What follows belongs to an exercise in optimizing a design on an open flow for small area, a short achievable clock period and few clock cycles; a production flow would make more cautious choices.
At most, simulation tests tie the RTL to the original design; equivalence was not proved.
For runs 1 to 3, only the layout was checked, not whether the RTL still works.
No activity file was given, so power comes from the tool's default toggle rates.

$ cat flow/flow/run.sh
#!/bin/bash
# The standard layout flow (the standard.sh, unchanged synthesis), with
# repair_timing asked to keep extra setup slack so that it works on paths
# well below the 12 ns clock. Each step's full log is under orfs/logs/.
set -euo pipefail
export SETUP_SLACK_MARGIN=7.5
bash standard.sh > standard.log 2>&1
$ cat flow/standard.sh
#!/bin/bash
# synth_recipe.tcl (not shown) runs the flow's synth.tcl, then flattens the netlist and writes it again
# the make line also repeats each setting of config.mk as NAME=value (left out here)
make -C /OpenROAD-flow-scripts/flow DESIGN_CONFIG=/design/flow/config.mk WORK_HOME=/design/flow/orfs CLKGATE_MAP_FILE= SYNTH_SCRIPT=/design/flow/synth_recipe.tcl "${@:-finish}"
$ cat flow/config.mk
export PLATFORM = sky130hd
export DESIGN_NAME = prc
export DESIGN_NICKNAME = prc
export VERILOG_FILES = /design/flow/design.v
export SDC_FILE = /design/flow/constraint.sdc
export NUM_CORES = 4
export LEC_CHECK = 0
export ABC_CLOCK_PERIOD_IN_PS = 4000
export CAP_MARGIN = 20
export CORE_MARGIN = 2
export CORE_UTILIZATION = 40
export SLEW_MARGIN = 20
$ cat flow/constraint.sdc
create_clock -name core_clock -period 12.0 [get_ports {clk}]
set_input_delay 2.4000 -clock core_clock [delete_from_list [all_inputs] [get_ports {clk}]]
set_output_delay 2.4000 -clock core_clock [all_outputs]
set_load 0.01 [all_outputs]
$ cat flow/design.v
module prc_pc4 (input wire [3:0] x, output wire [2:0] n);
    assign n = {2'b0, x[0]} + {2'b0, x[1]} + {2'b0, x[2]} + {2'b0, x[3]};
endmodule
module prc_cub (
    input  wire [15:0] used,
    input  wire [7:0]  v,
    output wire [4:0]  count
);
    wire [15:0] m;
    genvar g;
    generate
        for (g = 0; g < 16; g = g + 1) begin : g_m
            assign m[g] = used[g] && ((v[7:4] != 4'd0) || (v[3:0] > g));
        end
    endgenerate
    wire [2:0] c0, c1, c2, c3;
    prc_pc4 u0 (.x(m[3:0]),   .n(c0));
    prc_pc4 u1 (.x(m[7:4]),   .n(c1));
    prc_pc4 u2 (.x(m[11:8]),  .n(c2));
    prc_pc4 u3 (.x(m[15:12]), .n(c3));
    assign count = ({2'b0, c0} + {2'b0, c1}) + ({2'b0, c2} + {2'b0, c3});
endmodule
module prc_nthu_blk (
    input  wire [3:0] z,
    input  wire [3:0] n,
    output wire       hit,
    output reg  [1:0] pos,
    output wire [3:0] rest
);
    reg [2:0] c;
    always @(*) begin
        case (z)
            4'h0: c = 3'd0; 4'h1: c = 3'd1; 4'h2: c = 3'd1; 4'h3: c = 3'd2;
            4'h4: c = 3'd1; 4'h5: c = 3'd2; 4'h6: c = 3'd2; 4'h7: c = 3'd3;
            4'h8: c = 3'd1; 4'h9: c = 3'd2; 4'hA: c = 3'd2; 4'hB: c = 3'd3;
            4'hC: c = 3'd2; 4'hD: c = 3'd3; 4'hE: c = 3'd3; default: c = 3'd4;
        endcase
    end
    assign hit  = (n[3:2] == 2'd0) && ({1'b0, n[1:0]} < c);
    assign rest = n - {1'b0, c};
    always @(*) begin
        case ({z, n[1:0]})
            6'h00: pos = 2'd0;
            6'h01: pos = 2'd0;
            6'h02: pos = 2'd0;
            6'h03: pos = 2'd0;
            6'h04: pos = 2'd0;
            6'h05: pos = 2'd0;
            6'h06: pos = 2'd0;
            6'h07: pos = 2'd0;
            6'h08: pos = 2'd1;
            6'h09: pos = 2'd0;
            6'h0a: pos = 2'd0;
            6'h0b: pos = 2'd0;
            6'h0c: pos = 2'd0;
            6'h0d: pos = 2'd1;
            6'h0e: pos = 2'd0;
            6'h0f: pos = 2'd0;
            6'h10: pos = 2'd2;
            6'h11: pos = 2'd0;
            6'h12: pos = 2'd0;
            6'h13: pos = 2'd0;
            6'h14: pos = 2'd0;
            6'h15: pos = 2'd2;
            6'h16: pos = 2'd0;
            6'h17: pos = 2'd0;
            6'h18: pos = 2'd1;
            6'h19: pos = 2'd2;
            6'h1a: pos = 2'd0;
            6'h1b: pos = 2'd0;
            6'h1c: pos = 2'd0;
            6'h1d: pos = 2'd1;
            6'h1e: pos = 2'd2;
            6'h1f: pos = 2'd0;
            6'h20: pos = 2'd3;
            6'h21: pos = 2'd0;
            6'h22: pos = 2'd0;
            6'h23: pos = 2'd0;
            6'h24: pos = 2'd0;
            6'h25: pos = 2'd3;
            6'h26: pos = 2'd0;
            6'h27: pos = 2'd0;
            6'h28: pos = 2'd1;
            6'h29: pos = 2'd3;
            6'h2a: pos = 2'd0;
            6'h2b: pos = 2'd0;
            6'h2c: pos = 2'd0;
            6'h2d: pos = 2'd1;
            6'h2e: pos = 2'd3;
            6'h2f: pos = 2'd0;
            6'h30: pos = 2'd2;
            6'h31: pos = 2'd3;
            6'h32: pos = 2'd0;
            6'h33: pos = 2'd0;
            6'h34: pos = 2'd0;
            6'h35: pos = 2'd2;
            6'h36: pos = 2'd3;
            6'h37: pos = 2'd0;
            6'h38: pos = 2'd1;
            6'h39: pos = 2'd2;
            6'h3a: pos = 2'd3;
            6'h3b: pos = 2'd0;
            6'h3c: pos = 2'd0;
            6'h3d: pos = 2'd1;
            6'h3e: pos = 2'd2;
            6'h3f: pos = 2'd3;
            default: pos = 2'd0;
        endcase
    end
endmodule
module prc_dec1 (
    input  wire [31:0] h,         
    output reg  [31:0] codes,     
    output reg  [31:0] list       
);
    reg [3:0] l [0:15];
    reg [3:0] d, c;
    integer i, k;
    always @(*) begin
        for (k = 0; k < 16; k = k + 1) l[k] = k;
        for (i = 0; i < 8; i = i + 1) begin
            d = h[4*i +: 4];
            c = 4'd0;
            for (k = 0; k < 16 - i; k = k + 1)
                c = c | (l[k] & {4{d == k}});
            codes[4*i +: 4] = c;
            for (k = 0; k < 15 - i; k = k + 1)
                l[k] = (d > k) ? l[k] : l[k+1];
        end
        for (k = 0; k < 8; k = k + 1) list[4*k +: 4] = l[k];
    end
endmodule
module prc_dec2 (
    input  wire [31:0] list_in,
    input  wire [16:0] h,         
    output reg  [31:0] codes      
);
    reg [3:0] l [0:7];
    reg [2:0] d;
    reg [3:0] c;
    integer i, k;
    always @(*) begin
        for (k = 0; k < 8; k = k + 1) l[k] = list_in[4*k +: 4];
        for (i = 8; i < 16; i = i + 1) begin
            case (i)
                8:  d = h[2:0];
                9:  d = h[5:3];
                10: d = h[8:6];
                11: d = h[11:9];
                12: d = {1'b0, h[13:12]};
                13: d = {1'b0, h[15:14]};
                14: d = {2'b0, h[16]};
                default: d = 3'd0;
            endcase
            c = 4'd0;
            for (k = 0; k < 16 - i; k = k + 1)
                c = c | (l[k] & {4{d == k}});
            codes[4*(i-8) +: 4] = c;
            for (k = 0; k < 15 - i; k = k + 1)
                l[k] = (d > k) ? l[k] : l[k+1];
        end
    end
endmodule
module prc_dec_chk (
    input  wire [48:0] h,
    output wire        err,
    output reg  [3:0]  pos
);
    wire [15:0] bad;
    assign bad[0] = 1'b0;
    genvar g;
    generate
        for (g = 1; g < 8; g = g + 1) begin : g_lo
            assign bad[g] = (h[4*g +: 4] >= 16 - g);
        end
    endgenerate
    assign bad[8]  = 1'b0;                  
    assign bad[9]  = (h[37:35] >= 3'd7);
    assign bad[10] = (h[40:38] >= 3'd6);
    assign bad[11] = (h[43:41] >= 3'd5);
    assign bad[12] = 1'b0;                  
    assign bad[13] = (h[47:46] >= 2'd3);
    assign bad[14] = (h[48] >= 1'b1) && 1'b0;  
    assign bad[15] = 1'b0;
    assign err = |bad;
    integer i;
    always @(*) begin
        pos = 4'd0;
        for (i = 15; i >= 0; i = i - 1)
            if (bad[i]) pos = i;
    end
endmodule
module prc_enc1 (
    input  wire [63:0] a,
    output reg  [31:0] hash,
    output wire        bad_any,
    output reg  [2:0]  pos,
    output reg  [15:0] used
);
    reg [15:0] u, oh, t;
    reg [7:0]  bad;
    reg [3:0]  v, lo;
    integer i, k;
    always @(*) begin
        u = 16'd0;
        for (i = 0; i < 8; i = i + 1) begin
            v = a[8*i +: 4];
            for (k = 0; k < 16; k = k + 1) oh[k] = (v == k);
            bad[i] = (a[8*i+4 +: 4] != 4'd0) || |(u & oh);
            t[0] = u[0];
            for (k = 1; k < 16; k = k + 1) t[k] = t[k-1] & u[k];
            lo[3] = t[7];
            lo[2] = (t[3] & !t[7]) | t[11];
            lo[1] = (t[1] & !t[3]) | (t[5] & !t[7]) | (t[9] & !t[11]) | t[13];
            lo[0] = (t[0] & !t[1]) | (t[2] & !t[3]) | (t[4] & !t[5]) | (t[6] & !t[7])
                  | (t[8] & !t[9]) | (t[10] & !t[11]) | (t[12] & !t[13]) | (t[14] & !t[15]);
            hash[4*i +: 4] = v - lo;
            u = u | oh;
        end
        used = u;
        pos = 3'd0;
        for (i = 7; i >= 0; i = i - 1)
            if (bad[i]) pos = i;
    end
    assign bad_any = |bad;
endmodule
module prc_enc2 (
    input  wire [63:0] a,         
    input  wire [15:0] used,
    output reg  [19:0] hash,
    output reg         ovf,
    output wire        bad_any,
    output reg  [2:0]  pos
);
    reg [15:0] u, oh, t;
    reg [7:0]  bad;
    reg [3:0]  v, lo, rank;
    integer i, k;
    always @(*) begin
        u = used;
        hash = 20'd0;
        ovf = 1'b0;
        for (i = 0; i < 8; i = i + 1) begin
            v = a[8*i +: 4];
            for (k = 0; k < 16; k = k + 1) oh[k] = (v == k);
            bad[i] = (a[8*i+4 +: 4] != 4'd0) || |(u & oh);
            t[0] = u[0];
            for (k = 1; k < 16; k = k + 1) t[k] = t[k-1] & u[k];
            lo[3] = t[7];
            lo[2] = (t[3] & !t[7]) | t[11];
            lo[1] = (t[1] & !t[3]) | (t[5] & !t[7]) | (t[9] & !t[11]) | t[13];
            lo[0] = (t[0] & !t[1]) | (t[2] & !t[3]) | (t[4] & !t[5]) | (t[6] & !t[7])
                  | (t[8] & !t[9]) | (t[10] & !t[11]) | (t[12] & !t[13]) | (t[14] & !t[15]);
            rank = v - lo;
            case (i)
                0: begin hash = hash | {16'd0, rank};        ovf = ovf | rank[3];             end
                1: begin hash = hash | ({16'd0, rank} << 3);  ovf = ovf | rank[3];             end
                2: begin hash = hash | ({16'd0, rank} << 6);  ovf = ovf | rank[3];             end
                3: begin hash = hash | ({16'd0, rank} << 9);  ovf = ovf | rank[3];             end
                4: begin hash = hash | ({16'd0, rank} << 12); ovf = ovf | (rank[3:2] != 2'd0); end
                5: begin hash = hash | ({16'd0, rank} << 14); ovf = ovf | (rank[3:2] != 2'd0); end
                6: begin hash = hash | ({16'd0, rank} << 16); ovf = ovf | (rank[3:1] != 3'd0); end
                default: ;   
            endcase
            u = u | oh;
        end
        pos = 3'd0;
        for (i = 7; i >= 0; i = i - 1)
            if (bad[i]) pos = i;
    end
    assign bad_any = |bad;
endmodule
module prc_pack (
    input  wire [63:0] h,
    input  wire [7:0]  v,
    input  wire [3:0]  idx,
    output reg  [63:0] hn
);
    always @(*) begin
        case (idx)
            4'd0:  hn = h | ({56'd0, v} << 0);
            4'd1:  hn = h | ({56'd0, v} << 4);
            4'd2:  hn = h | ({56'd0, v} << 8);
            4'd3:  hn = h | ({56'd0, v} << 12);
            4'd4:  hn = h | ({56'd0, v} << 16);
            4'd5:  hn = h | ({56'd0, v} << 20);
            4'd6:  hn = h | ({56'd0, v} << 24);
            4'd7:  hn = h | ({56'd0, v} << 28);
            4'd8:  hn = h | ({56'd0, v} << 32);
            4'd9:  hn = h | ({56'd0, v} << 35);
            4'd10: hn = h | ({56'd0, v} << 38);
            4'd11: hn = h | ({56'd0, v} << 41);
            4'd12: hn = h | ({56'd0, v} << 44);
            4'd13: hn = h | ({56'd0, v} << 46);
            4'd14: hn = h | ({56'd0, v} << 48);
            default: hn = h | ({56'd0, v} << 49);
        endcase
    end
endmodule
module prc (
    input  wire         clk,
    input  wire         rst,
    input  wire         req_valid,
    output wire         req_ready,
    input  wire [1:0]   req_op,
    input  wire [2:0]   req_reg,
    input  wire [127:0] req_wdata,
    output reg          rsp_valid,
    output wire [127:0] rsp_rdata
);
    reg [63:0]  hash_r;
    reg [127:0] arr_r;
    reg         arr_z;       
    reg [15:0]  used_r;
    reg [7:0]   val_r;
    reg         st_err, st_ovf;
    reg [2:0]   st_cause;
    reg [3:0]   st_pos;
    reg [7:0]   cmd_q;
    reg         cmd_v;
    reg         wrote_hash, wrote_arr;    
    reg         nt_busy;
    reg [1:0]   nt_blk;
    reg [3:0]   nt_n;
    reg [31:0]  dec_list;
    reg [15:0]  enc_used;
    reg         rs_hash, rs_arr, rs_used, rs_val, rs_stat;
    wire [3:0] q_op  = cmd_q[7:4];
    wire [3:0] q_idx = cmd_q[3:0];
    wire       idx0  = (q_idx == 4'd0);
    wire q_lwidth = (q_op == 4'h1);
    wire q_lshift = (q_op == 4'h2);
    wire q_lmask  = (q_op == 4'h3);
    wire q_unpack = (q_op == 4'h4);
    wire q_pack   = (q_op == 4'h5);
    wire q_clru   = (q_op == 4'h6) && idx0;
    wire q_mark   = (q_op == 4'h7) && idx0;
    wire q_cub    = (q_op == 4'h8) && idx0;
    wire q_nthu   = (q_op == 4'h9) && idx0;
    wire q_dec    = (q_op == 4'hA) && idx0;
    wire q_enc    = (q_op == 4'hB) && idx0;
    wire q_ill    = !(q_lwidth | q_lshift | q_lmask | q_unpack | q_pack |
                      q_clru | q_mark | q_cub | q_nthu | q_dec | q_enc);
    wire haz  = (q_dec && wrote_hash) || (q_enc && wrote_arr);
    wire exec = cmd_v && !haz;
    assign req_ready = !(cmd_v && (haz || q_nthu)) && !nt_busy;
    wire fire   = req_valid && req_ready;
    wire is_wr  = (req_op == 2'd1);
    wire is_cmd = (req_op == 2'd2);
    reg [2:0] lay_width;
    reg [3:0] lay_mask;
    reg [5:0] lay_shift;
    always @(*) begin
        case (q_idx)
            4'd0:  begin lay_width = 3'd4; lay_mask = 4'hF; lay_shift = 6'd0;  end
            4'd1:  begin lay_width = 3'd4; lay_mask = 4'hF; lay_shift = 6'd4;  end
            4'd2:  begin lay_width = 3'd4; lay_mask = 4'hF; lay_shift = 6'd8;  end
            4'd3:  begin lay_width = 3'd4; lay_mask = 4'hF; lay_shift = 6'd12; end
            4'd4:  begin lay_width = 3'd4; lay_mask = 4'hF; lay_shift = 6'd16; end
            4'd5:  begin lay_width = 3'd4; lay_mask = 4'hF; lay_shift = 6'd20; end
            4'd6:  begin lay_width = 3'd4; lay_mask = 4'hF; lay_shift = 6'd24; end
            4'd7:  begin lay_width = 3'd4; lay_mask = 4'hF; lay_shift = 6'd28; end
            4'd8:  begin lay_width = 3'd3; lay_mask = 4'h7; lay_shift = 6'd32; end
            4'd9:  begin lay_width = 3'd3; lay_mask = 4'h7; lay_shift = 6'd35; end
            4'd10: begin lay_width = 3'd3; lay_mask = 4'h7; lay_shift = 6'd38; end
            4'd11: begin lay_width = 3'd3; lay_mask = 4'h7; lay_shift = 6'd41; end
            4'd12: begin lay_width = 3'd2; lay_mask = 4'h3; lay_shift = 6'd44; end
            4'd13: begin lay_width = 3'd2; lay_mask = 4'h3; lay_shift = 6'd46; end
            4'd14: begin lay_width = 3'd1; lay_mask = 4'h1; lay_shift = 6'd48; end
            default: begin lay_width = 3'd0; lay_mask = 4'h0; lay_shift = 6'd49; end
        endcase
    end
    reg [3:0] unpack_f;
    always @(*) begin
        case (q_idx)
            4'd0:  unpack_f = hash_r[3:0];
            4'd1:  unpack_f = hash_r[7:4];
            4'd2:  unpack_f = hash_r[11:8];
            4'd3:  unpack_f = hash_r[15:12];
            4'd4:  unpack_f = hash_r[19:16];
            4'd5:  unpack_f = hash_r[23:20];
            4'd6:  unpack_f = hash_r[27:24];
            4'd7:  unpack_f = hash_r[31:28];
            4'd8:  unpack_f = {1'b0, hash_r[34:32]};
            4'd9:  unpack_f = {1'b0, hash_r[37:35]};
            4'd10: unpack_f = {1'b0, hash_r[40:38]};
            4'd11: unpack_f = {1'b0, hash_r[43:41]};
            4'd12: unpack_f = {2'b0, hash_r[45:44]};
            4'd13: unpack_f = {2'b0, hash_r[47:46]};
            4'd14: unpack_f = {3'b0, hash_r[48]};
            default: unpack_f = 4'd0;
        endcase
    end
    wire [63:0] pack_hash;
    prc_pack u_pack (.h(hash_r), .v(val_r), .idx(q_idx), .hn(pack_hash));
    wire pack_ovf = (val_r > {4'd0, lay_mask});
    wire [4:0] cub_count;
    prc_cub u_cub (.used(used_r), .v(val_r), .count(cub_count));
    wire [1:0] nb_blk = nt_busy ? nt_blk : 2'd0;
    wire [3:0] nb_n   = nt_busy ? nt_n : val_r[3:0];
    reg  [3:0] nb_used;
    always @(*) begin
        case (nb_blk)
            2'd0: nb_used = used_r[3:0];
            2'd1: nb_used = used_r[7:4];
            2'd2: nb_used = used_r[11:8];
            default: nb_used = used_r[15:12];
        endcase
    end
    wire       nb_hit;
    wire [1:0] nb_pos;
    wire [3:0] nb_rest;
    prc_nthu_blk u_nthu (.z(~nb_used), .n(nb_n), .hit(nb_hit), .pos(nb_pos), .rest(nb_rest));
    wire        dec_err;
    wire [3:0]  dec_epos;
    prc_dec_chk u_dchk (.h(hash_r[48:0]), .err(dec_err), .pos(dec_epos));
    wire [31:0] dec_lo, dec_list_n, dec_hi;
    prc_dec1 u_dec1 (.h(hash_r[31:0]), .codes(dec_lo), .list(dec_list_n));
    prc_dec2 u_dec2 (.list_in(dec_list), .h(hash_r[48:32]), .codes(dec_hi));
    wire [31:0] enc_lo;
    wire        enc_bad_lo, enc_bad_hi, enc_ovf;
    wire [2:0]  enc_pos_lo, enc_pos_hi;
    wire [15:0] enc_used_n;
    wire [19:0] enc_hi;
    prc_enc1 u_enc1 (.a(arr_r[63:0]), .hash(enc_lo), .bad_any(enc_bad_lo),
                     .pos(enc_pos_lo), .used(enc_used_n));
    prc_enc2 u_enc2 (.a(arr_r[127:64]), .used(enc_used), .hash(enc_hi), .ovf(enc_ovf),
                     .bad_any(enc_bad_hi), .pos(enc_pos_hi));
    wire       enc_err  = arr_z || enc_bad_lo || enc_bad_hi;
    wire [3:0] enc_epos = arr_z ? 4'd1 : enc_bad_lo ? {1'b0, enc_pos_lo} : {1'b1, enc_pos_hi};
    wire [31:0] status = {20'd0, st_pos, 1'b0, st_cause, 2'b00, st_ovf, st_err};
    assign rsp_rdata = ({128{rs_hash}} & {64'd0, hash_r})
                     | ({128{rs_arr}}  & arr_r)
                     | ({128{rs_used}} & {112'd0, used_r})
                     | ({128{rs_val}}  & {120'd0, val_r})
                     | ({128{rs_stat}} & {96'd0, status});
    wire arr_z_n = rst ? 1'b1 :
                   ((fire && is_wr && req_reg == 3'd1) || (exec && q_dec && !dec_err)) ? 1'b0 :
                   arr_z;
    function [63:0] spread(input [31:0] c);
        integer j;
        for (j = 0; j < 8; j = j + 1) spread[8*j +: 8] = {4'd0, c[4*j +: 4]};
    endfunction
    always @(posedge clk) begin
        dec_list <= dec_list_n;
        enc_used <= enc_used_n;
        rs_hash  <= (req_reg == 3'd0);
        rs_arr   <= (req_reg == 3'd1) && !arr_z_n;
        rs_used  <= (req_reg == 3'd2);
        rs_val   <= (req_reg == 3'd3);
        rs_stat  <= (req_reg == 3'd4);
        if (req_ready) cmd_q <= req_wdata[7:0];
        if (rst) begin
            hash_r     <= 64'd0;
            arr_z      <= 1'b1;
            used_r     <= 16'd0;
            val_r      <= 8'd0;
            st_err     <= 1'b0;
            st_ovf     <= 1'b0;
            st_cause   <= 3'd0;
            st_pos     <= 4'd0;
            cmd_v      <= 1'b0;
            wrote_hash <= 1'b0;
            wrote_arr  <= 1'b0;
            nt_busy    <= 1'b0;
            nt_blk     <= 2'd0;
            nt_n       <= 4'd0;
            rsp_valid  <= 1'b0;
        end else begin
            rsp_valid  <= fire;
            cmd_v      <= (fire && is_cmd) || (cmd_v && haz);
            wrote_hash <= exec && (q_pack || q_enc);
            wrote_arr  <= exec && q_dec;
            if (nt_busy) begin
                if (nb_hit) begin
                    val_r   <= {4'd0, nb_blk, nb_pos};
                    nt_busy <= 1'b0;
                end else if (nb_blk == 2'd3) begin
                    st_err   <= 1'b1;
                    st_cause <= 3'd3;
                    nt_busy  <= 1'b0;
                end
                nt_blk <= nb_blk + 2'd1;
                nt_n   <= nb_rest;
            end
            if (exec) begin
                st_err   <= 1'b0;
                st_ovf   <= 1'b0;
                st_cause <= 3'd0;
                st_pos   <= 4'd0;
                if (q_lwidth) val_r <= {5'd0, lay_width};
                if (q_lshift) val_r <= {2'd0, lay_shift};
                if (q_lmask)  val_r <= {4'd0, lay_mask};
                if (q_unpack) val_r <= {4'd0, unpack_f};
                if (q_pack) begin
                    hash_r <= pack_hash;
                    st_ovf <= pack_ovf;
                end
                if (q_clru) used_r <= 16'd0;
                if (q_mark) begin
                    if (val_r[7:4] != 4'd0) begin
                        st_err   <= 1'b1;
                        st_cause <= 3'd4;
                    end else begin
                        used_r <= used_r | (16'd1 << val_r[3:0]);
                    end
                end
                if (q_cub) val_r <= {3'd0, cub_count};
                if (q_nthu) begin
                    if (val_r[7:4] != 4'd0) begin
                        st_err   <= 1'b1;
                        st_cause <= 3'd3;
                    end else if (nb_hit) begin
                        val_r <= {4'd0, nb_blk, nb_pos};
                    end else begin
                        nt_busy <= 1'b1;
                        nt_blk  <= 2'd1;
                        nt_n    <= nb_rest;
                    end
                end
                if (q_dec) begin
                    if (dec_err) begin
                        st_err   <= 1'b1;
                        st_cause <= 3'd2;
                        st_pos   <= dec_epos;
                    end else begin
                        arr_r <= {spread(dec_hi), spread(dec_lo)};
                        arr_z <= 1'b0;
                    end
                end
                if (q_enc) begin
                    if (enc_err) begin
                        st_err   <= 1'b1;
                        st_cause <= 3'd1;
                        st_pos   <= enc_epos;
                    end else begin
                        hash_r <= {12'd0, enc_hi, enc_lo};
                        st_ovf <= enc_ovf;
                    end
                end
                if (q_ill) begin
                    st_err   <= 1'b1;
                    st_cause <= 3'd5;
                end
            end
            if (fire && is_wr) begin
                case (req_reg)
                    3'd0: hash_r <= req_wdata[63:0];
                    3'd1: begin arr_r <= req_wdata; arr_z <= 1'b0; end
                    3'd2: used_r <= req_wdata[15:0];
                    3'd3: val_r  <= req_wdata[7:0];
                    default: ;
                endcase
            end
        end
    end
endmodule
==> summary.md, run 1 <==
| Metric | Value |
|---|---|
| DRT Pass-1 Iters | `10` |
| H-tree depth | `2` |
| Max Slew Vio Count | `0` |
| Initial antenna violation count | `12` |
| Most frequent cells in the layout | `474 x nand2_1, 453 x nor2_1, 331 x a21oi_1, 328 x o21ai_0, 249 x buf_4` |
| Yosys reg bits | `310` |
| Pleak | `roughly 17 nW` |
| WP buf/inv | `3` |
| Initial DRC Count | `~6,600` |
| Critical path data required time | `12.45 ns` |
| Design Power | `3.54 mW` |
| Wire per inst | `28.2 µm` |
| Grt total ovfl | `0` |
| CP Capture Type | `flip-flop` |
| Final ANT Viol Nets | `0` |
| Global-route wire length before repair | `247 mm` |
| Clock transition at path regs | `0.06 ns` |
| Core Region | `between 80,000 and 90,000 µm²` |
| Final core utilization | `49.8%` |
| Die Wd | `slightly below 300 µm` |
| TritonCTS buffer count | `40` |
| DRC Markers | `0` |
| Root buf cell | `clkbuf_16` |
| Slowest CP cell | `nor4bb_4` |
| Final nets | `5,075` |
| Predominant post-synthesis flop cell | `dfxtp_1` |
| Clock Skews | `0.0428 ns` |
| Die area | `88,100 µm²` |
| CP most frequent cell | `a21oi_1` |
| Critical-path cell list | `buf_4, nor4bb_4, nor4_4, buf_4, and2_1, o21ai_0, a31oi_1, o31ai_1, and3_1, inv_1, ha_1, a21o_1, a21oi_1, xor2_1, xnor2_1, nand4_1, a21oi_1, a21oi_1` |
| GRT Resource Usage Total | `36.2%` |
| Post-Syn Instances | `4,613` |
| Met1 Wirelength | `67.3 mm` |
| Worst Tran Pin Value | `between 1 and 1.5 ns` |
| Ys Warns | `10` |
| Initial core utilization | `40.3%` |
| # IOs | `266` |
| Register area share after synthesis | `approximately 22%` |
| Hold Path Class | `reg2reg` |
| Post-DP HPWL | `121 mm` |
| Cell Rows | `107` |
| Total Wirelength | `170 mm` |
| # port buffers | `~270` |
| Minimum clock period after layout | `between 4 and 5 ns` |
| Slew headroom | `17.7%` |
| Top cell family by delay on the critical path | `compound AO/OA/AOI/OAI gates` |
| Max Used Layer | `met5` |
| Share of layout cells above drive strength 1 | `14.8%` |
| Worst Setup Start Kind | `flip-flop` |
| Ys async rst share | `0%` |
| Routed wl met3 | `24.9 mm` |
| Fin Setup TNS | `0 ns` |
| CTS tree | `yes` |
| Total clock sinks | `310` |
| Status | `no timing/DRC/antenna violations` |
| Peak supply drop | `0.0883 mV` |
| Hold Vio Cnt, Final | `0` |
| Distinct cells, synth | `115` |
| Sequential Area | `7600 µm²` |
| WL met2 | `69.6 mm` |
| Fillcell total | `8,451` |
| Worst Reg2Reg Path Length in Cells | `18` |
| Number of global-route vias before repair | `37,102` |
| Die height | `297 µm` |
| Largest net degree at the start of global routing | `99` |
| Mapped Area | `~34,000 µm²` |
| Multi-input combinational cell area | `about 26,000 µm²` |
| Synthesized area per cell | `about 7.4 µm²` |
| Worst hold stages | `2` |
| Post-synth EDFFs | `136` |
| Crit share post-route | `between 30% and 40%` |
| PwrDens | `83.6 nW/µm²` |
| Skew-Pair Late Insertion Delay | `0.59 ns` |
| Layout Cells excl Fill | `about 6,000` |
| RSZ-0062 raised after global routing | `true` |
| Max incr delay on CP | `0.54 ns` |
| Most common cell after layout, fill and taps aside | `nand2_1` |
| CP Data Arrival Time | `5.11 ns` |
| CTS max path bufs | `3` |
| Vias | `approximately 41,000` |
| Dpl cells | `about 5,700` |
| Max-cap viol count | `0` |
| Routed vias/inst | `6.84` |
| # setup viols final | `0` |
| Routability cong. | `1.03` |
| Crit Path Max Fanout | `22` |
| P&R area growth vs syn | `23.5%` |
| Fmax | `0.215 GHz` |
| Instance count on the critical path | `18` |
| WS Path Type | `reg2reg` |
## registers in the layout, summed over array words and instances (netlist names), 3 cells and up
name and cells:
enc_used 16, used_r 16, st_cause 3, st_pos 4
lay_shift 6, dec_list 32, hash_r 64, arr_r 128
lay_mask 4, nt_n 4, val_r 8, cmd_q 8
## worst min-delay path: cells and delay by family, from the launching register on
kind,cells,cell delay (ns)
AND/OR/NAND/NOR,1,0.06
flip-flops,1,0.31
AO/OA/AOI/OAI,1,0.06
## Yosys cell counts (all sizes together) (32+ instances only)
| cell type | number | share of area [%] |
|---|---|---|
| nor4b | 36 | 0.94 |
| clkbuf | 326 | 3.6 |
| nor3 | 139 | 2.1 |
| o22ai | 74 | 1.4 |
| mux2i | 220 | 6.4 |
| mux2 | 49 | 1.6 |
| and3 | 39 | 0.71 |
| nand2 | 481 | 5.3 |
| nor2b | 43 | 0.81 |
| a22o | 130 | 3.3 |
| or2 | 32 | 0.59 |
| o21ai | 336 | 4.9 |
| a21o | 38 | 0.83 |
| nor4bb | 35 | 1.1 |
| o31ai | 42 | 0.92 |
| nor4 | 63 | 1.3 |
| a21oi | 334 | 4.9 |
| and2 | 109 | 2.0 |
| edfxtp | 136 | 12 |
| a211oi | 57 | 1.3 |
| buf | 70 | 1.1 |
| dfxtp | 174 | 10 |
| nand3 | 128 | 1.9 |
| a22oi | 89 | 1.9 |
| inv | 118 | 1.3 |
| nor2 | 464 | 5.1 |
| a31oi | 67 | 1.2 |
| o211ai | 38 | 0.85 |
| ha | 80 | 2.9 |
| nand4 | 46 | 0.84 |
| nand2b | 52 | 0.95 |
## worst paths after layout
| kind | slack [ns] | start | to |
|---|---|---|---|
| worst max-delay path | 7.34 | arr_r[67]$_DFFE_PN_ | st_ovf$_SDFFE_PP0P_ |
| worst min-delay path | 0.47 | hash_r[60]$_SDFF_PP0_ | hash_r[60]$_SDFF_PP0_ |
| worst max register to register | 7.34 | arr_r[67]$_DFFE_PN_ | st_ovf$_SDFFE_PP0P_ |
| worst min register to register | 0.47 | hash_r[60]$_SDFF_PP0_ | hash_r[60]$_SDFF_PP0_ |
## timing repair
item / 4_1_cts / 5_1_grt
hold buffers: 0 / 0
resized for setup: 259 / 158
cloned: 10 / 2
buffers inserted: 153 / 49
pin swaps: 35 / 56
setup endpoints to repair: 321 / 188
## cell type report
cell class                 count  area share [%]
clock buffer                  58            2.79
multi-input combinational   3797            61.8
clock inverter                15           0.283
antenna                        5          0.0295
inverter                     119            1.07
timing repair buffer         569            12.8
tap                         1144            3.38
sequential                   310            17.9
## logic make-up (layout without fill, tap and decap cells)
logic type	Yosys count	count (layout)	synth area share, %
buffers and inverters	515	761	5.93
other	1	10	0.0109
AO/OA/AOI/OAI	1524	1524	29.9
AND/OR/NAND/NOR	1824	1829	27.4
multiplexers	287	287	9.22
XOR/XNOR	47	47	1.20
flip-flops	310	310	22.1
adder cells (fa/ha/maj)	105	105	4.29
## power by group
group | internal, mW | leakage, nW | switching [mW]
sequential | 1.16 | 2.77 | 0.0767
clock | 0.708 | 0.646 | 0.513
combinational | 0.415 | 13.5 | 0.668
total | 2.29 | 16.9 | 1.26
## metrics by stage
step	hold WS (ns)	cell area (µm²)	worst slack, ns
final	0.468	42400	7.34
after global routing	0.485	42400	7.34
after CTS	0.469	41200	7.34
after detailed placement	0.461	37600	6.45
after global placement	0.455	37600	6.41
after floorplan	0.448	34400	7.49
## per-layer routing
layer | vias to the layer above | global-route usage, %
li1 | 17997 | -
met1 | 19498 | 49.8
met2 | 3124 | 52.3
met5 | - | 0
met4 | 12 | 13.2
met3 | 541 | 12.3
==> inputs of run 2 (changes only) <==
==> flow/flow/run.sh (replaced) <==
#!/bin/bash
# The standard layout flow (the standard.sh, unchanged synthesis), with
# two placement/repair settings changed:
#  - every port still gets a buffer, but a plain buf_1 that repair can size,
#    instead of the default slow delay cell;
#  - repair_timing is asked to keep extra setup slack so that it works on
#    paths well below the 12 ns clock.
# Each ORFS step's full log is under orfs/logs/; standard.sh's own output is
# in standard.log.
set -euo pipefail
export BUFFER_PORTS_ARGS="-buffer_cell sky130_fd_sc_hd__buf_1"
export SETUP_SLACK_MARGIN=7.5
bash standard.sh > standard.log 2>&1
--- a/flow/config.mk
+++ b/flow/config.mk
@@ -6,5 +6,4 @@
 export NUM_CORES = 4
 export LEC_CHECK = 0
-export ABC_CLOCK_PERIOD_IN_PS = 4000
 export CAP_MARGIN = 20
 export CORE_MARGIN = 2
==> summary.md, run 2 <==
| Metric | Value |
|---|---|
| Status | `no timing/DRC/antenna violations` |
| Critical-path cell list | `buf_4, nor4b_2, nor3_4, buf_4, nor2_1, nand3_1, nor4_2, nor2_1, ha_1, a21o_1, a21oi_1, xnor2_1, xnor2_1, nor4b_1, nand4_1, a21oi_1, a21oi_1` |
| CP Capture Type | `flip-flop` |
| Top cell type's share of synthesized area | `approximately an eighth` |
| Mapped Area | `roughly 34,000 µm²` |
| Max incr delay on CP | `~0.54 ns` |
| Largest regs | `arr_r (128), hash_r (64), dec_list (32)` |
| # setup viols final | `0` |
| Final instance area | `40,400 µm²` |
| Dpl cells | `between 5,000 and 6,000` |
| Pleak | `15.3 nW` |
| Distinct cells, synth | `115` |
| Synth Area in Simple Gates | `27.4%` |
| Comb pwr share | `29.4%` |
| Xor-xnor portion of the synthesized cell area | `1.20%` |
| CTS tree | `yes` |
| Clock Skews | `0.0302 ns` |
| # port buffers | `about 270` |
| Ys Warns | `10` |
| Hold-fix buffers at CTS | `0` |
| Worst Setup Start Kind | `flip-flop` |
| Hold Vio Cnt, Final | `0` |
| Synthesized area per cell | `7.44 µm²` |
| Dpl ws | `6.50 ns` |
| GRT Resource Usage Total | `a little under two fifths` |
| Share of layout cells above drive strength 1 | `roughly 15%` |
| Hold Path Class | `reg2reg` |
| Final core utilization | `a little under half` |
| CTS max path bufs | `3` |
| Fin Setup TNS | `0 ns` |
| P&R area growth vs syn | `17.9%` |
| Max FFs per register | `128` |
| PwrDens | `88.5 nW/µm²` |
| DRT Pass-1 Iters | `10` |
| Clock transition at path regs | `~0.060 ns` |
| Area contributors post-synth | `edfxtp_1 12%, dfxtp_1 10%, mux2i_1 6.4%` |
| Die area | `88,100 µm²` |
| Total clock sinks | `310` |
| WS Path Type | `reg2reg` |
| Ys async rst share | `0%` |
| Total Wirelength | `173 mm` |
| Post-synthesis adder-cell area fraction | `4.29%` |
| # IOs | `266` |
| Hold Slack | `between 0.4 and 0.5 ns` |
| Area leader, netlist | `edfxtp_1` |
| Layout Cells excl Fill | `6,048` |
| Cell Rows | `around 110` |
| DRC Markers | `0` |
| Skew-Pair Late Insertion Delay | `0.61 ns` |
| Final ANT Viol Nets | `0` |
| Critical path data required time | `between 10 and 15 ns` |
| Slowest CP cell | `nor4b_2` |
| Net Sw Frac | `a little over a third` |
| Post-DP HPWL | `roughly 130 mm` |
| Peak supply drop | `0.0959 mV` |
| Core Region | `85,100 µm²` |
| Vias | `41,518` |
| Routed vias/inst | `6.86` |
| Synth cell count leaders | `480 x nand2_1, 463 x nor2_1, 334 x a21oi_1, 328 x o21ai_0, 326 x clkbuf_1` |
| Most frequent cells in the layout | `477 x nand2_1, 455 x nor2_1, 330 x a21oi_1, 327 x o21ai_0, 283 x buf_4` |
| Most flops, register | `arr_r` |
| Fillcell total | `8,622` |
| TritonCTS buffer count | `42` |
| Number of global-route vias before repair | `approximately 37,000` |
| Multi-input combinational cell area | `about 26,000 µm²` |
| CP most frequent cell | `a21oi_1` |
| CP Data Arrival Time | `between 5 and 6 ns` |
| Max Slew Vio Count | `0` |
| Post-synthesis mux area share | `9.22%` |
| Initial DRC Count | `6,630` |
| Die height | `297 µm` |
| Register area share after synthesis | `about 22%` |
| Final nets | `5,102` |
| Global-route wire length before repair | `between 200 and 250 mm` |
| Initial core utilization | `40.3%` |
| Placed Instance Area | `~36,000 µm²` |
| Largest net degree at the start of global routing | `84` |
| Crit share post-route | `39.1%` |
| Routability cong. | `1.03` |
| Worst Tran Pin Value | `1.16 ns` |
| H-tree depth | `2` |
| Fmax | `~0.21 GHz` |
| RSZ-0062 raised after global routing | `true` |
| Design Power | `3.58 mW` |
| Post-synth EDFFs | `roughly 140` |
| Count leader, synth | `nand2_1` |
| Grt total ovfl | `0` |
| Yosys reg bits | `310` |
| Most common cell after layout, fill and taps aside | `nand2_1` |
| Cell-internal power | `2.28 mW` |
| Largest family of logic cells by synthesized area | `compound AO/OA/AOI/OAI gates` |
| Clk pwr share | `between 30% and 40%` |
| Die Wd | `roughly 300 µm` |
| Root buf cell | `clkbuf_16` |
| Post-Syn Instances | `roughly 4,600` |
| Minimum clock period after layout | `4.69 ns` |
| Sequential share of power | `34.9%` |
| Compound-gate portion of the synthesized area | `between 20 and 30%` |
| Predominant post-synthesis flop cell | `dfxtp_1` |
| Crit Path Max Fanout | `6` |
| Initial antenna violation count | `8` |
| Max-cap viol count | `0` |
| Final WS setup | `around 7.3 ns` |
| Slew headroom | `22.3%` |
| Wire per inst | `28.6 µm` |
| Sequential Area | `7580 µm²` |
| NetSw | `1.30 mW` |
[run 2: cell counts after synthesis]
No cell type changed its count.
[run 2: timing repair]
action	in CTS	in global routing
pin swaps	28	28
endpoints found under the hold margin	0	0
gates cloned	4	3
resized for setup	106	99
setup buffers	141	89
endpoints found under the setup margin	240	146
[run 2: routing by layer]
metal	wire length, µm	share of wire [%]	track usage (%)	vias up
li1	-	-	-	18029
met1	70000	40	51.8	19852
met2	69900	40	51.9	3116
met3	24600	14	11.1	519
met4	8350	4.8	14.2	2
met5	13	0.0075	0	-
[run 2: kinds of logic after synthesis]
family	after synthesis
buffers and inverters	515
xor gates and xnor gates	47
muxes	287
AOI/OAI and AO/OA	1524
adders and majority gates	105
DFF	310
and+or+nand+nor	1824
other	1
[run 2: critical path: cells and delay by family, from the launching register on]
family / cells / cell delay (ns)
fa+ha+maj: 1 / 0.32
flops: 1 / 0.52
xor+xnor: 2 / 0.40
buf+inv: 2 / 0.40
compound gates: 4 / 0.59
simple gates: 8 / 2.31
[run 2: final timing paths]
path                                 to                  start  cells after the start  slack [ns]
setup / recovery    st_ovf$_SDFFE_PP0P_    arr_r[64]$_DFFE_PN_                     17        7.31
hold / removal    hash_r[59]$_SDFF_PP0_  hash_r[59]$_SDFF_PP0_                      2        0.48
setup reg to reg    st_ovf$_SDFFE_PP0P_    arr_r[64]$_DFFE_PN_                     17        7.31
hold reg to reg   hash_r[59]$_SDFF_PP0_  hash_r[59]$_SDFF_PP0_                      2        0.48
[run 2: cell type report]
cell class              count  area share [%]
diodes                      6          0.0371
clock buffers              55            3.03
clock inverters            23           0.402
inverters                 119            1.12
multi-input cells        3797            63.7
flip-flops and latches    310            18.8
well taps                1144            3.54
repair buffers            594            9.42
[run 2: power by group through the flow]
stage	clock, mW	combinational, mW	sequential (mW)
finish	1.28	1.05	1.25
global route	1.32	1.10	1.25
CTS	1.28	0.938	1.25
detailed placement	0	0.824	1.30
global placement	0	0.832	1.30
floorplan	0	0.584	1.22
==> inputs of run 3 (changes only) <==
--- a/flow/design.v
+++ b/flow/design.v
@@ -192,17 +192,20 @@
 endmodule
 module prc_enc1 (
-    input  wire [63:0] a,
-    output reg  [31:0] hash,
+    input  wire [79:0] a,
+    output reg  [38:0] hash,
+    output reg         ovf,
     output wire        bad_any,
-    output reg  [2:0]  pos,
+    output reg  [3:0]  pos,
     output reg  [15:0] used
 );
     reg [15:0] u, oh, t;
-    reg [7:0]  bad;
-    reg [3:0]  v, lo;
+    reg [9:0]  bad;
+    reg [3:0]  v, lo, rank;
     integer i, k;
     always @(*) begin
         u = 16'd0;
-        for (i = 0; i < 8; i = i + 1) begin
+        hash = 39'd0;
+        ovf = 1'b0;
+        for (i = 0; i < 10; i = i + 1) begin
             v = a[8*i +: 4];
             for (k = 0; k < 16; k = k + 1) oh[k] = (v == k);
@@ -215,10 +218,13 @@
             lo[0] = (t[0] & !t[1]) | (t[2] & !t[3]) | (t[4] & !t[5]) | (t[6] & !t[7])
                   | (t[8] & !t[9]) | (t[10] & !t[11]) | (t[12] & !t[13]) | (t[14] & !t[15]);
-            hash[4*i +: 4] = v - lo;
+            rank = v - lo;
+            if (i < 8) hash[4*i +: 4] = rank;
+            else if (i == 8) begin hash = hash | ({35'd0, rank} << 32); ovf = ovf | rank[3]; end
+            else             begin hash = hash | ({35'd0, rank} << 35); ovf = ovf | rank[3]; end
             u = u | oh;
         end
         used = u;
-        pos = 3'd0;
-        for (i = 7; i >= 0; i = i - 1)
+        pos = 4'd0;
+        for (i = 9; i >= 0; i = i - 1)
             if (bad[i]) pos = i;
     end
@@ -226,7 +232,7 @@
 endmodule
 module prc_enc2 (
-    input  wire [63:0] a,         
+    input  wire [47:0] a,         
     input  wire [15:0] used,
-    output reg  [19:0] hash,
+    output reg  [13:0] hash,
     output reg         ovf,
     output wire        bad_any,
@@ -234,12 +240,12 @@
 );
     reg [15:0] u, oh, t;
-    reg [7:0]  bad;
+    reg [5:0]  bad;
     reg [3:0]  v, lo, rank;
     integer i, k;
     always @(*) begin
         u = used;
-        hash = 20'd0;
+        hash = 14'd0;
         ovf = 1'b0;
-        for (i = 0; i < 8; i = i + 1) begin
+        for (i = 0; i < 6; i = i + 1) begin
             v = a[8*i +: 4];
             for (k = 0; k < 16; k = k + 1) oh[k] = (v == k);
@@ -254,11 +260,9 @@
             rank = v - lo;
             case (i)
-                0: begin hash = hash | {16'd0, rank};        ovf = ovf | rank[3];             end
-                1: begin hash = hash | ({16'd0, rank} << 3);  ovf = ovf | rank[3];             end
-                2: begin hash = hash | ({16'd0, rank} << 6);  ovf = ovf | rank[3];             end
-                3: begin hash = hash | ({16'd0, rank} << 9);  ovf = ovf | rank[3];             end
-                4: begin hash = hash | ({16'd0, rank} << 12); ovf = ovf | (rank[3:2] != 2'd0); end
-                5: begin hash = hash | ({16'd0, rank} << 14); ovf = ovf | (rank[3:2] != 2'd0); end
-                6: begin hash = hash | ({16'd0, rank} << 16); ovf = ovf | (rank[3:1] != 3'd0); end
+                0: begin hash = hash | {10'd0, rank};        ovf = ovf | rank[3];             end
+                1: begin hash = hash | ({10'd0, rank} << 3);  ovf = ovf | rank[3];             end
+                2: begin hash = hash | ({10'd0, rank} << 6);  ovf = ovf | (rank[3:2] != 2'd0); end
+                3: begin hash = hash | ({10'd0, rank} << 8);  ovf = ovf | (rank[3:2] != 2'd0); end
+                4: begin hash = hash | ({10'd0, rank} << 10); ovf = ovf | (rank[3:1] != 3'd0); end
                 default: ;   
             endcase
@@ -266,5 +270,5 @@
         end
         pos = 3'd0;
-        for (i = 7; i >= 0; i = i - 1)
+        for (i = 5; i >= 0; i = i - 1)
             if (bad[i]) pos = i;
     end
@@ -324,5 +328,8 @@
     reg [3:0]   nt_n;
     reg [31:0]  dec_list;
-    reg [15:0]  enc_used;
+    reg [15:0]  enc_used;        
+    reg [38:0]  enc_lo;          
+    reg         enc_ovf_lo, enc_bad_lo;
+    reg [3:0]   enc_pos_lo;
     reg         rs_hash, rs_arr, rs_used, rs_val, rs_stat;
     wire [3:0] q_op  = cmd_q[7:4];
@@ -418,15 +425,18 @@
     prc_dec1 u_dec1 (.h(hash_r[31:0]), .codes(dec_lo), .list(dec_list_n));
     prc_dec2 u_dec2 (.list_in(dec_list), .h(hash_r[48:32]), .codes(dec_hi));
-    wire [31:0] enc_lo;
-    wire        enc_bad_lo, enc_bad_hi, enc_ovf;
-    wire [2:0]  enc_pos_lo, enc_pos_hi;
+    wire [38:0] enc_lo_n;
+    wire        enc_ovf_lo_n, enc_bad_lo_n, enc_bad_hi, enc_ovf_hi;
+    wire [3:0]  enc_pos_lo_n;
+    wire [2:0]  enc_pos_hi;
     wire [15:0] enc_used_n;
-    wire [19:0] enc_hi;
-    prc_enc1 u_enc1 (.a(arr_r[63:0]), .hash(enc_lo), .bad_any(enc_bad_lo),
-                     .pos(enc_pos_lo), .used(enc_used_n));
-    prc_enc2 u_enc2 (.a(arr_r[127:64]), .used(enc_used), .hash(enc_hi), .ovf(enc_ovf),
+    wire [13:0] enc_hi;
+    prc_enc1 u_enc1 (.a(arr_r[79:0]), .hash(enc_lo_n), .ovf(enc_ovf_lo_n), .bad_any(enc_bad_lo_n),
+                     .pos(enc_pos_lo_n), .used(enc_used_n));
+    prc_enc2 u_enc2 (.a(arr_r[127:80]), .used(enc_used), .hash(enc_hi), .ovf(enc_ovf_hi),
                      .bad_any(enc_bad_hi), .pos(enc_pos_hi));
     wire       enc_err  = arr_z || enc_bad_lo || enc_bad_hi;
-    wire [3:0] enc_epos = arr_z ? 4'd1 : enc_bad_lo ? {1'b0, enc_pos_lo} : {1'b1, enc_pos_hi};
+    wire [3:0] enc_epos = arr_z ? 4'd1 : enc_bad_lo ? enc_pos_lo : (4'd10 + {1'b0, enc_pos_hi});
+    wire       enc_ovf  = enc_ovf_lo || enc_ovf_hi;
+    wire [63:0] enc_hash = {12'd0, enc_hi, 38'd0} | {25'd0, enc_lo};
     wire [31:0] status = {20'd0, st_pos, 1'b0, st_cause, 2'b00, st_ovf, st_err};
     assign rsp_rdata = ({128{rs_hash}} & {64'd0, hash_r})
@@ -444,5 +454,9 @@
     always @(posedge clk) begin
         dec_list <= dec_list_n;
-        enc_used <= enc_used_n;
+        enc_used   <= enc_used_n;
+        enc_lo     <= enc_lo_n;
+        enc_ovf_lo <= enc_ovf_lo_n;
+        enc_bad_lo <= enc_bad_lo_n;
+        enc_pos_lo <= enc_pos_lo_n;
         rs_hash  <= (req_reg == 3'd0);
         rs_arr   <= (req_reg == 3'd1) && !arr_z_n;
@@ -535,5 +549,5 @@
                         st_pos   <= enc_epos;
                     end else begin
-                        hash_r <= {12'd0, enc_hi, enc_lo};
+                        hash_r <= enc_hash;
                         st_ovf <= enc_ovf;
                     end
==> summary.md, run 3 <==
| Metric | Value |
|---|---|
| Status | `no timing/DRC/antenna violations` |
| Routed vias/inst | `6.78` |
| Hold Path Class | `reg2reg` |
| Slowest CP cell | `edfxtp_1` |
| Initial antenna violation count | `6` |
| Max Slew Vio Count | `0` |
| Critical path data required time | `between 9 and 10 ns` |
| Max FFs per register | `128` |
| GRT Resource Usage Total | `a little under two fifths` |
| Largest net degree at the start of global routing | `84` |
| PwrDens | `92.1 nW/µm²` |
| Dpl cells | `5,865` |
| Max-cap viol count | `0` |
| Most frequent cells in the layout | `502 x nor2_1, 497 x nand2_1, 367 x a21oi_1, 320 x o21ai_0, 263 x buf_1` |
| Fmax | `0.209 GHz` |
| H-tree depth | `2` |
| Post-synth EDFFs | `136` |
| Max incr delay on CP | `0.44 ns` |
| Total Wirelength | `175 mm` |
| Core Region | `87,000 µm²` |
| Most flops, register | `arr_r` |
| CP Data Arrival Time | `2.39 ns` |
| Initial DRC Count | `6,321` |
| CP Capture Type | `output port` |
| Placed Instance Area | `36,900 µm²` |
| NetSw | `between 1 and 1.5 mW` |
| Crit Path Max Fanout | `4` |
| Die area | `90,300 µm²` |
| Fin Setup TNS | `0 ns` |
| Worst Setup Start Kind | `flip-flop` |
| Synthesized area per cell | `7.44 µm²` |
| Final ANT Viol Nets | `0` |
| Register area share after synthesis | `24.1%` |
| Largest regs | `arr_r (128), hash_r (64), enc_lo (39)` |
| Synth cell count leaders | `506 x nor2_1, 501 x nand2_1, 372 x a21oi_1, 325 x o21ai_0, 313 x clkbuf_1` |
| Worst Reg2Reg Path Length in Cells | `12` |
| Wire per inst | `28.9 µm` |
| Peak supply drop | `0.0966 mV` |
| Worst Tran Pin Value | `between 1 and 1.5 ns` |
| Slew headroom | `21.7%` |
| Crit share post-route | `~40%` |
| Sequential share of power | `roughly two fifths` |
| CTS max path bufs | `3` |
| DRC Markers | `0` |
| CTS tree | `yes` |
| Pleak | `15.1 nW` |
| Area contributors post-synth | `dfxtp_1 12%, edfxtp_1 12%, nor2_1 5.4%` |
| Final instance area | `39,700 µm²` |
| Skew-Pair Late Insertion Delay | `0.63 ns` |
| Initial core utilization | `between 40% and 50%` |
| RR Endpoint | `arr_r[40]$_DFFE_PN_` |
| Post-DP HPWL | `129 mm` |
| Distinct cells, synth | `113` |
| Comb pwr share | `between 20% and 30%` |
| Top cell type's share of synthesized area | `12.5%` |
| Grt total ovfl | `0` |
| Yosys reg bits | `355` |
| # IOs | `266` |
| Fillcell total | `8,978` |
| Routability cong. | `1.03` |
| Ys Warns | `10` |
| Crit path to | `req_ready` |
| Global-route wire length before repair | `252 mm` |
| Post-Syn Instances | `4,731` |
| Clock Skews | `around 0.045 ns` |
| # setup viols final | `0` |
| Hold Vio Cnt, Final | `0` |
| Die Wd | `301 µm` |
| Cell Rows | `approximately 110` |
| Die height | `roughly 300 µm` |
| RSZ-0062 raised after global routing | `true` |
| Minimum clock period after layout | `4.79 ns` |
| RR Startpoint | `cmd_q[2]$_DFFE_PP_` |
| Critical-path cell list | `or2_4, or3_4, nor3b_4, a31oi_4, buf_2` |
| Predominant post-synthesis flop cell | `dfxtp_1` |
| WS Path Type | `reg2out` |
| Clk pwr share | `38.0%` |
| Clock transition at path regs | `around 0.060 ns` |
| Cell-internal power | `between 2 and 2.5 mW` |
| Share of layout cells above drive strength 1 | `10.2%` |
| Net Sw Frac | `34.0%` |
| Crit path launch | `cmd_q[2]$_DFFE_PP_` |
| Count leader, synth | `nor2_1` |
| Vias | `41,073` |
| DRT Pass-1 Iters | `7` |
| # port buffers | `265` |
| TritonCTS buffer count | `43` |
| P&R area growth vs syn | `13.0%` |
| Total clock sinks | `around 360` |
| Ys async rst share | `0%` |
| Number of global-route vias before repair | `36,739` |
| Flop-to-flop setup slack | `7.51 ns` |
| Root buf cell | `clkbuf_16` |
| Mapped Area | `35,200 µm²` |
| Layout Cells excl Fill | `between 6,000 and 7,000` |
| Final nets | `~5,100` |
| Most common cell after layout, fill and taps aside | `nor2_1` |
| Area leader, netlist | `dfxtp_1` |
run 3: cell families (layout without fill, tap and decap cells):
group | count (synthesis) | after routing | share of synthesized area (%)
compound gates | 1600 | 1600 | 30.6
fa+ha+maj | 106 | 106 | 4.23
other cells | 1 | 7 | 0.0107
flops | 355 | 355 | 24.1
xor+xnor | 48 | 48 | 1.20
simple gates | 1879 | 1879 | 26.9
mux | 225 | 225 | 7.16
buf+inv | 517 | 679 | 5.84
run 3: layout make-up:
| type | instances | area, µm² | area share (%) |
|---|---|---|---|
| Antenna cell | 2 | 5.00 | 0.0126 |
| Clock buffer | 57 | 1240 | 3.11 |
| Clock inverter | 22 | 219 | 0.551 |
| Inverter | 128 | 495 | 1.25 |
| Multi-Input combinational cell | 3863 | 25100 | 63.2 |
| Sequential cell | 355 | 8490 | 21.4 |
| Tap cell | 1155 | 1450 | 3.64 |
| Timing Repair Buffer | 472 | 2720 | 6.85 |
run 3: per-stage QoR:
stage,hold WS [ns],power (mW),setup WS [ns],util [%]
finish,0.473,3.66,7.21,45.7
global route,0.500,3.77,7.18,45.7
CTS,0.470,3.61,7.23,44.6
detailed placement,0.462,2.21,6.83,42.4
global placement,0.454,2.21,6.94,42.4
floorplan,0.346,1.90,7.55,-
run 3: metal layers:
metal  GRT usage, %  wire length, µm  vias up  share of wire (%)
met5              0               63        -              0.036
met4           16.8             9630        4                5.5
met3           7.38            19700      519                 11
met2           56.6            76000     2829                 43
met1           49.3            69400    19638                 40
li1               -                -    18083                  -
run 3: worst min path at each step:
| stage | startpoint | end | slack (ns) | depth (start not counted) |
|---|---|---|---|---|
| after detailed placement | hash_r[58]$_SDFF_PP0_ | hash_r[58]$_SDFF_PP0_ | 0.46 | 2 |
| after global routing | hash_r[59]$_SDFF_PP0_ | hash_r[59]$_SDFF_PP0_ | 0.50 | 2 |
| final | hash_r[59]$_SDFF_PP0_ | hash_r[59]$_SDFF_PP0_ | 0.47 | 2 |
| after global placement | hash_r[59]$_SDFF_PP0_ | hash_r[59]$_SDFF_PP0_ | 0.45 | 2 |
| after floorplan | arr_r[0]$_DFFE_PN_ | enc_lo[0]$_DFF_P_ | 0.35 | 0 |
| after CTS | hash_r[58]$_SDFF_PP0_ | hash_r[58]$_SDFF_PP0_ | 0.47 | 2 |
run 3: worst max-delay path, delay by kind of cell (launching register included):
kind	cells	cell delay, ns
simple gates	3	1.00
buf+inv	1	0.18
flops	1	0.44
compound gates	1	0.16
run 3: power groups by stage:
stage / Combinational [mW] / Clock [mW] / Sequential [mW]
after floorplan: 0.504 / 0 / 1.39
after global placement: 0.729 / 0 / 1.49
after detailed placement: 0.725 / 0 / 1.48
after CTS: 0.753 / 1.40 / 1.45
after global routing: 0.880 / 1.44 / 1.44
final: 0.831 / 1.39 / 1.44
run 3: timing repair:
item | CTS | global route
buffers inserted | 32 | 74
hold buffers | 0 | 0
gates resized for setup | 50 | 58
endpoints found under the setup margin | 279 | 139
gates cloned | 1 | 0
pin swaps | 7 | 12
==> inputs of run 4 (changes only) <==
--- a/flow/design.v
+++ b/flow/design.v
@@ -351,8 +351,20 @@
     wire haz  = (q_dec && wrote_hash) || (q_enc && wrote_arr);
     wire exec = cmd_v && !haz;
-    assign req_ready = !(cmd_v && (haz || q_nthu)) && !nt_busy;
+    reg  ready_r;
+    assign req_ready = ready_r;
     wire fire   = req_valid && req_ready;
     wire is_wr  = (req_op == 2'd1);
     wire is_cmd = (req_op == 2'd2);
+    wire [7:0] cmd_q_n  = req_ready ? req_wdata[7:0] : cmd_q;
+    wire       cmd_v_n  = (fire && is_cmd) || (cmd_v && haz);
+    wire       wr_hash_n = exec && (q_pack || q_enc);
+    wire       wr_arr_n  = exec && q_dec;
+    wire       qn_idx0  = (cmd_q_n[3:0] == 4'd0);
+    wire       qn_nthu  = (cmd_q_n[7:4] == 4'h9) && qn_idx0;
+    wire       qn_dec   = (cmd_q_n[7:4] == 4'hA) && qn_idx0;
+    wire       qn_enc   = (cmd_q_n[7:4] == 4'hB) && qn_idx0;
+    wire       haz_n    = (qn_dec && wr_hash_n) || (qn_enc && wr_arr_n);
+    wire       nt_busy_n;
+    wire       ready_n  = !(cmd_v_n && (haz_n || qn_nthu)) && !nt_busy_n;
     reg [2:0] lay_width;
     reg [3:0] lay_mask;
@@ -419,4 +431,6 @@
     wire [3:0] nb_rest;
     prc_nthu_blk u_nthu (.z(~nb_used), .n(nb_n), .hit(nb_hit), .pos(nb_pos), .rest(nb_rest));
+    assign nt_busy_n = nt_busy ? !(nb_hit || nb_blk == 2'd3)
+                               : (exec && q_nthu && val_r[7:4] == 4'd0 && !nb_hit);
     wire        dec_err;
     wire [3:0]  dec_epos;
@@ -464,5 +478,6 @@
         rs_val   <= (req_reg == 3'd3);
         rs_stat  <= (req_reg == 3'd4);
-        if (req_ready) cmd_q <= req_wdata[7:0];
+        cmd_q    <= cmd_q_n;
+        ready_r  <= rst ? 1'b1 : ready_n;
         if (rst) begin
             hash_r     <= 64'd0;
==> summary.md, run 4 <==
| Metric | Value |
|---|---|
| Cell Rows | `between 100 and 150` |
| Largest regs | `arr_r (128), hash_r (64), enc_lo (39)` |
| Area leader, netlist | `dfxtp_1` |
| Ys async rst share | `0%` |
| Most common cell after layout, fill and taps aside | `nand2_1` |
| Mapped Area | `36,200 µm²` |
| Vias | `about 43,000` |
| Max FFs per register | `128` |
| Hold-fix buffers at CTS | `0` |
| Die area | `92,800 µm²` |
| Clock transition at path regs | `about 0.06 ns` |
| Grt total ovfl | `0` |
| Most flops, register | `arr_r` |
| Die Wd | `~300 µm` |
| CTS tree | `yes` |
| Largest net degree at the start of global routing | `84` |
| CP Capture Type | `output port` |
| Routed vias/inst | `6.91` |
| Crit share post-route | `approximately 37%` |
| Status | `no timing/DRC/antenna violations` |
| Post-DP HPWL | `between 100 and 150 mm` |
| H-tree depth | `2` |
| Core Region | `89,900 µm²` |
| Initial core utilization | `40.2%` |
| Share of layout cells above drive strength 1 | `between 10% and 20%` |
| Root buf cell | `clkbuf_16` |
| Hold Vio Cnt, Final | `0` |
| Synth cell count leaders | `593 x nand2_1, 423 x nor2_1, 346 x a21oi_1, 338 x clkbuf_1, 313 x o21ai_0` |
| DRT Pass-1 Iters | `10` |
| Wire per inst | `29.8 µm` |
| Fillcell total | `9,158` |
| Yosys reg bits | `355` |
| Final nets | `5,305` |
| # setup viols final | `0` |
| Register area share after synthesis | `23.2%` |
| Most frequent cells in the layout | `590 x nand2_1, 413 x nor2_1, 342 x a21oi_1, 310 x o21ai_0, 264 x buf_1` |
| Synthesized area per cell | `7.36 µm²` |
| Pleak | `around 16 nW` |
| Sequential Area | `roughly 8400 µm²` |
| Max incr delay on CP | `0.88 ns` |
| Count leader, synth | `nand2_1` |
| Distinct cells, synth | `101` |
| Global-route wire length before repair | `270 mm` |
| Critical-path cell list | `a22o_1, buf_1` |
| Slowest CP cell | `edfxtp_1` |
| Max Slew Vio Count | `0` |
| Peak supply drop | `0.102 mV` |
| Crit Path Max Fanout | `16` |
| Total clock sinks | `between 300 and 400` |
| TritonCTS buffer count | `47` |
| RSZ-0062 raised after global routing | `true` |
| Area contributors post-synth | `dfxtp_1 13%, edfxtp_1 11%, nand2_1 6.2%` |
| Die height | `305 µm` |
| CTS max path bufs | `3` |
| Final WS setup | `7.51 ns` |
| Fin Setup TNS | `0 ns` |
| GRT Resource Usage Total | `38.3%` |
| Multi-input combinational cell area | `~26,000 µm²` |
| Initial DRC Count | `6,842` |
| Slew headroom | `20.1%` |
| Antenna diode count | `0` |
| Ys Warns | `10` |
| PwrDens | `91.3 nW/µm²` |
| Final ANT Viol Nets | `0` |
| DRC Markers | `0` |
| Minimum clock period after layout | `4.49 ns` |
| # port buffers | `265` |
| Worst Setup Start Kind | `flip-flop` |
| Number of global-route vias before repair | `39,421` |
| Clock Skews | `0.0276 ns` |
| Total Wirelength | `187 mm` |
| Post-Syn Instances | `4,916` |
| Post-synth EDFFs | `128` |
| # IOs | `266` |
| CP Data Arrival Time | `2.09 ns` |
| Hold Path Class | `reg2reg` |
| Initial antenna violation count | `11` |
| Max-cap viol count | `0` |
| Dpl ws | `6.40 ns` |
| Skew-Pair Late Insertion Delay | `between 0.6 and 0.7 ns` |
| Routability cong. | `between 1 and 1.5` |
| WS Path Type | `reg2out` |
| Fmax | `0.223 GHz` |
| Top cell type's share of synthesized area | `12.6%` |
| Worst Tran Pin Value | `1.18 ns` |
| Predominant post-synthesis flop cell | `dfxtp_1` |
| P&R area growth vs syn | `14.3%` |
| Critical path data required time | `9.60 ns` |
run 4: changes by cell type after synthesis, moves of 19 or more:
cell,change
a21oi_1,-26
nand3_1,+87
mux2i_1,+19
a22oi_1,+20
o31ai_1,+50
clkbuf_1,+25
a31oi_1,+20
o22ai_1,-23
nand2_1,+92
nor2_1,-83
a22o_1,-63
run 4: final timing paths:
check        depth (start not counted)  slack (ns)                     start                       end
min                                  2        0.48  st_cause[1]$_SDFFE_PP0P_  st_cause[1]$_SDFFE_PP0P_
min reg2reg                          2        0.48  st_cause[1]$_SDFFE_PP0P_  st_cause[1]$_SDFFE_PP0P_
max reg2reg                         10        7.56      hash_r[2]$_SDFF_PP0_       arr_r[57]$_DFFE_PN_
max                                  2        7.51       arr_r[58]$_DFFE_PN_             rsp_rdata[58]
run 4: stage by stage:
| stage | cells | total power, mW | util (%) | hold WS, ns | instance area (µm²) |
|---|---|---|---|---|---|
| 6_report | 6279 | 3.78 | 46.0 | 0.479 | 41300 |
| 5_1_grt | 6279 | 3.88 | 46.0 | 0.506 | 41300 |
| 4_1_cts | 6260 | 3.72 | 45.5 | 0.476 | 40900 |
| 3_5_place_dp | 6063 | 2.21 | 42.3 | 0.465 | 38000 |
| 3_3_place_gp | 6063 | 2.22 | 42.3 | 0.461 | 38000 |
| 2_1_floorplan | 4920 | 1.89 | - | 0.405 | 36200 |
run 4: what timing repair did:
action | in CTS | in global routing
pin swaps | 7 | 15
buffers inserted | 107 | 19
gates resized for setup | 68 | 63
endpoints found under the setup margin | 194 | 84
gates cloned | 2 | 0
run 4: metal layers:
| metal | part of all wire [%] | global-route usage [%] |
|---|---|---|
| met5 | 0.073 | 0.568 |
| met4 | 6.2 | 19.3 |
| met3 | 13 | 9.94 |
| met2 | 42 | 58.0 |
| met1 | 39 | 50.3 |
run 4: worst max-delay path, delay by kind of cell, from the launching register on:
| kind | cells | cell delay (ns) |
|---|---|---|
| compound gates | 1 | 0.36 |
| buf+inv | 1 | 0.19 |
| flops | 1 | 0.88 |
run 4: kinds of logic (layout without fill, tap and decap cells):
group	after synthesis	in the layout	synth area share, %
xor+xnor	52	52	1.26
other cells	1	5	0.0104
compound gates	1584	1584	29.7
fa+ha+maj	107	107	4.14
buf+inv	557	738	5.95
mux	251	251	7.93
simple gates	2009	2011	27.8
flops	355	355	23.2
run 4: area by class of cell:
cell class              instances  area share (%)
flip-flops and latches        355            20.4
clock inverters                31           0.693
clock buffers                  57            3.11
inverters                     146            1.35
repair buffers                504            7.30
well taps                    1176            3.56
multi-input cells            4010            63.6
run 4: report_power, final:
group	leakage (nW)	switching (mW)	total (mW)	internal, mW
Clock	0.766	0.654	1.48	0.823
Sequential	3.12	0.105	1.43	1.32
Combinational	11.7	0.571	0.870	0.299
Testbench counts of run 4, summed over its fixed seeds: cycles 13,797.

-- separate check: timing with driven ports --
The flow's constraints put no driver on any port. The routed layouts listed below were extracted and timed again, unchanged, in two steps. Step 1, drivers: a clkbuf_16 drives clk and a buf_2 each remaining input, both assumed. Step 2 moves the port delays by t, midway between the first and last clock arrival at a register: inputs arrive t later, outputs are due t later. That takes back most of the time a late clock gives input paths. Three values: ideal ports, drivers, drivers and shift; two values: the first two.
| run | shift t [ns] | setup WS [ns] | worst setup path after step 2 | worst slew at a driven data input, ns | pins driven straight from the clock port |
|---|---|---|---|---|---|
| run 1 | 0.653 | 7.341 / 7.295 / 6.938 | input to register | 0.11 | 1 |
| run 2 | 0.665 | 7.307 / 7.307 / 6.970 | input to register | 0.13 | 1 |
| run 3 | 0.669 | 7.209 / 7.143 / 7.027 | input to register | 0.16 | 1 |
| run 4 | 0.698 | 7.513 / 7.441 / 6.925 | input to register | 0.11 | 1 |
After both steps every run listed still meets setup and hold. The setup slack of run 4, which loses most, moves by -0.072 ns with the drivers and by -0.588 ns with both steps.
